Context: an optimization exercise on an open-source flow, tuned for small area, a short achievable clock period and few clock cycles per item. The choices shown serve that exercise and are no tape-out recipe.
In this exercise RTL edits were held to simulation tests only and were not proved equivalent to the original.
Power is estimated from default activity; no workload was simulated.

==> job 7736 <==
==> flow/design.v (excerpt) <==
module modular_reduction_divider (
    input  wire         clk,
    input  wire         rst_n,       
    input  wire [383:0] x,
    input  wire         x_valid,
    output wire [255:0] e,
    output reg          e_valid
);
    reg         busy;
    reg [4:0]   cnt;         
    reg         f0, f1, f2;  
    reg [263:0] v;           
    reg [49:1]  cr;          
    reg [124:0] xr;          
    reg [1:0]   jr;          
    reg         c254;        
    wire        fin = f0 | f1;
    wire [5:0]  t   = !busy ? {1'b0, x[383:379]} :
                      fin   ? (f1 ? {5'b11111, jr[1]} & {6{|jr}} : 6'd0) : v[254:249];
    wire [253:0] k =
        ({254{t == 6'd1}} & 254'hf9bb18d1ece5fd647afba497e7ea7a2687e956e978e3572c3df73e9278302b9) |
        ({254{t == 6'd2}} & 254'h1f37631a3d9cbfac8f5f7492fcfd4f44d0fd2add2f1c6ae587bee7d24f060572) |
        ({254{t == 6'd3}} & 254'h2ed314a75c6b1f82d70f2edc7b7bf6e7397bc04bc6aaa0584b9e5bbb7689082b) |
        ({254{t == 6'd4}} & 254'he0a77c19a07df2f666ea36f7879462c0a78eb28f5c70b3dd35d438dc58f0d9d) |
        ({254{t == 6'd5}} & 254'h1da6294eb8d63f05ae1e5db8f6f7edce72f780978d5540b0973cb776ed121056) |
        ({254{t == 6'd6}} & 254'h2d41dadbd7a49edbf5ce180275769570db76160624e376235b1c2b601495130f) |
        ({254{t == 6'd7}} & 254'hc793df615415e88852d8c957273e4b5ac7340e353ffe108e2db1332639b1881) |
        ({254{t == 6'd8}} & 254'h1c14ef83340fbe5eccdd46def0f28c5814f1d651eb8e167ba6ba871b8b1e1b3a) |
  ...
clock: 6.5 ns
lec_check: 0
abc_area: 1
cap_margin: 20
core_margin: 2
core_utilization: 30
cts_buf_list: sky130_fd_sc_hd__clkbuf_4 sky130_fd_sc_hd__clkbuf_8
setup_slack_margin: 2.0
slew_margin: 20
run.sh (not shown) runs the stock make flow with config.mk's settings and CLKGATE_MAP_FILE= SYNTH_SCRIPT=/design/flow/synth_recipe.tcl, a recipe that flattens the netlist after the stock synthesis.
==> job 5664: changes against job 7736 <==
--- a/flow/config.mk
+++ b/flow/config.mk
@@ -5,10 +5,9 @@
 export SDC_FILE = /design/flow/constraint.sdc
 export NUM_CORES = 4
 export LEC_CHECK = 0
-export ABC_AREA = 1
 export CAP_MARGIN = 20
 export CORE_MARGIN = 2
 export CORE_UTILIZATION = 30
 export CTS_BUF_LIST = sky130_fd_sc_hd__clkbuf_4 sky130_fd_sc_hd__clkbuf_8
-export SETUP_SLACK_MARGIN = 2.0
+export SETUP_SLACK_MARGIN = 1.0
 export SLEW_MARGIN = 20
==> job 1939: changes against job 7736 <==
--- a/flow/config.mk
+++ b/flow/config.mk
@@ -10,5 +10,6 @@
 export CORE_MARGIN = 2
 export CORE_UTILIZATION = 30
 export CTS_BUF_LIST = sky130_fd_sc_hd__clkbuf_4 sky130_fd_sc_hd__clkbuf_8
+export GPL_TIMING_DRIVEN = 0
 export SETUP_SLACK_MARGIN = 2.0
 export SLEW_MARGIN = 20
==> notes.md <==
status -> finished clean
crit path time final -> 4.925 ns
Startpoint Class -> input port
CP Depth -> 15
Post-Synth Simple-Gate Area -> 43.54%
DP Area -> 62,090 um^2
total CTS buffers -> 83
Crit path top cell by count -> nand2_1
Synth Area per Inst -> 5.812 um^2
iteration count of the initial detailed-routing pass -> 8
Source of the figures above: job 1939

==> notes.md <==
CP Depth -> 25
Sw Ratio -> 52.55%
crit path time final -> 5.766 ns
iteration count of the initial detailed-routing pass -> 7
Crit path top cell by count -> buf_4
Post-Synth Simple-Gate Area -> 28.01%
status -> finished clean
total CTS buffers -> 82
Startpoint Class -> input port
Source of the figures above: job 5664

==> notes.md <==
CP Depth -> 26
Failing Checks -> max-capacitance violations, max-slew violations
Post-Synth Simple-Gate Area -> 43.54%
fin. max-slew vios -> 4
Synth Area per Inst -> 5.812 um^2
Crit path top cell by count -> nand2_1
Startpoint Class -> flip-flop
iteration count of the initial detailed-routing pass -> 8
status -> finished with violations
total of max-cap violations -> 1
Source of the figures above: job 7736

Testbench counts of job 7736, summed over its fixed seeds: cycles 22,280, items 768.
Testbench counts of job 5664, summed over its fixed seeds: cycles 22,280, items 768.
Testbench counts of job 1939, summed over its fixed seeds: cycles 22,280, items 768.

========
==> wip/sierra: inputs <==
modular_reduction_divider again, from the RTL that the note above started with.
Settings: LEC_CHECK=0, CAP_MARGIN=20, CORE_MARGIN=2, CORE_UTILIZATION=30, CTS_BUF_LIST=sky130_fd_sc_hd__clkbuf_4 sky130_fd_sc_hd__clkbuf_8, GPL_TIMING_DRIVEN=0, SETUP_SLACK_MARGIN=1.0, SLEW_MARGIN=20; clock period 6.5 ns.
==> wip/violet (differences from wip/sierra) <==
Settings changed: ABC_AREA from default to 1, SETUP_SLACK_MARGIN 1.0 to 2.5.
==> qor summary <==
metric                                                                       wip/sierra      wip/violet
Run status                                                               finished clean  finished clean
Fraction of synthesized area in multiplexers                                      10.3%          0.116%
Area taken by flip-flops and latches                                         9030 sq um      9050 sq um
Clock share of power                                                              10.4%            8.0%
Maximum clock frequency                                                         171 MHz         197 MHz
Fin crit share                                                                    89.8%           78.1%
Number of cells traversed by the worst register-to-register path                     15              27
Sw Share                                                                          53.4%           57.5%
Weighted congestion reported at the end of routability-driven placement            1.28            1.25
M1 wire length                                                           158000 microns  180000 microns
Total of cells resized after clock tree synthesis                                   531             725
Final critical-path required period                                             5.84 ns         5.08 ns
Power Clock                                                                   0.00358 W       0.00328 W
Proportion of cell area occupied by multi-input gates                             58.3%           52.2%
Crit-path max FO                                                                      9               7
Seq/Total Area, Yosys                                                             18.7%           17.5%
Sequential group power                                                        0.00603 W       0.00649 W
Power density of the placed cells                                           524 nW/um^2     483 nW/um^2
Post-CTS Setup Bufs                                                                  90             256
Register share of the cell area                                                   13.8%           10.7%
Clock buffers created by TritonCTS                                                   90              86
Non-filler cells in the finished layout                                            9526           13100
Area after DPL                                                              59000 sq um     62500 sq um
Repair and plain buffers                                                           1482            2164
Testbench counts of wip/sierra, summed over its fixed seeds: cycles 22,280, items 768.
Testbench counts of wip/violet, summed over its fixed seeds: cycles 22,280, items 768.

## port drivers added, routing unchanged
The results above use ideal ports. As a check the final layouts listed here were re-extracted and re-timed, cells and wires unchanged.
Step 1, drivers: a clkbuf_16 drives clk and a buf_2 each remaining input, both assumed.
Step 2 moves the port delays by t, midway between the first and last clock arrival at a register: inputs arrive t later, outputs are due t later. That takes back most of the time a late clock gives input paths.
a / b / c = ideal ports / drivers / drivers and shift; a / b = the first two.
| run | t, ns | setup slack, ns | latest minus earliest clock arrival (ns) |
|---|---|---|---|
| job 7736 | 0.986 | 1.482 / 1.482 / 0.694 | 0.095 / 0.094 |
| job 5664 | 0.922 | 0.734 / 0.785 / -0.138 | 0.059 / 0.059 |
| job 1939 | 1.006 | 1.575 / 1.588 / 0.583 | 0.089 / 0.090 |
| wip/sierra | 0.964 | 0.663 / 0.678 / -0.268 | 0.037 / 0.037 |
| wip/violet | 0.954 | 1.424 / 1.424 / 0.521 | 0.078 / 0.078 |
With both steps, setup timing fails in job 5664 and wip/sierra, where it was met with ideal ports. The setup slack of job 1939, which loses most, moves by +0.013 ns with the drivers and by -0.992 ns with both steps.
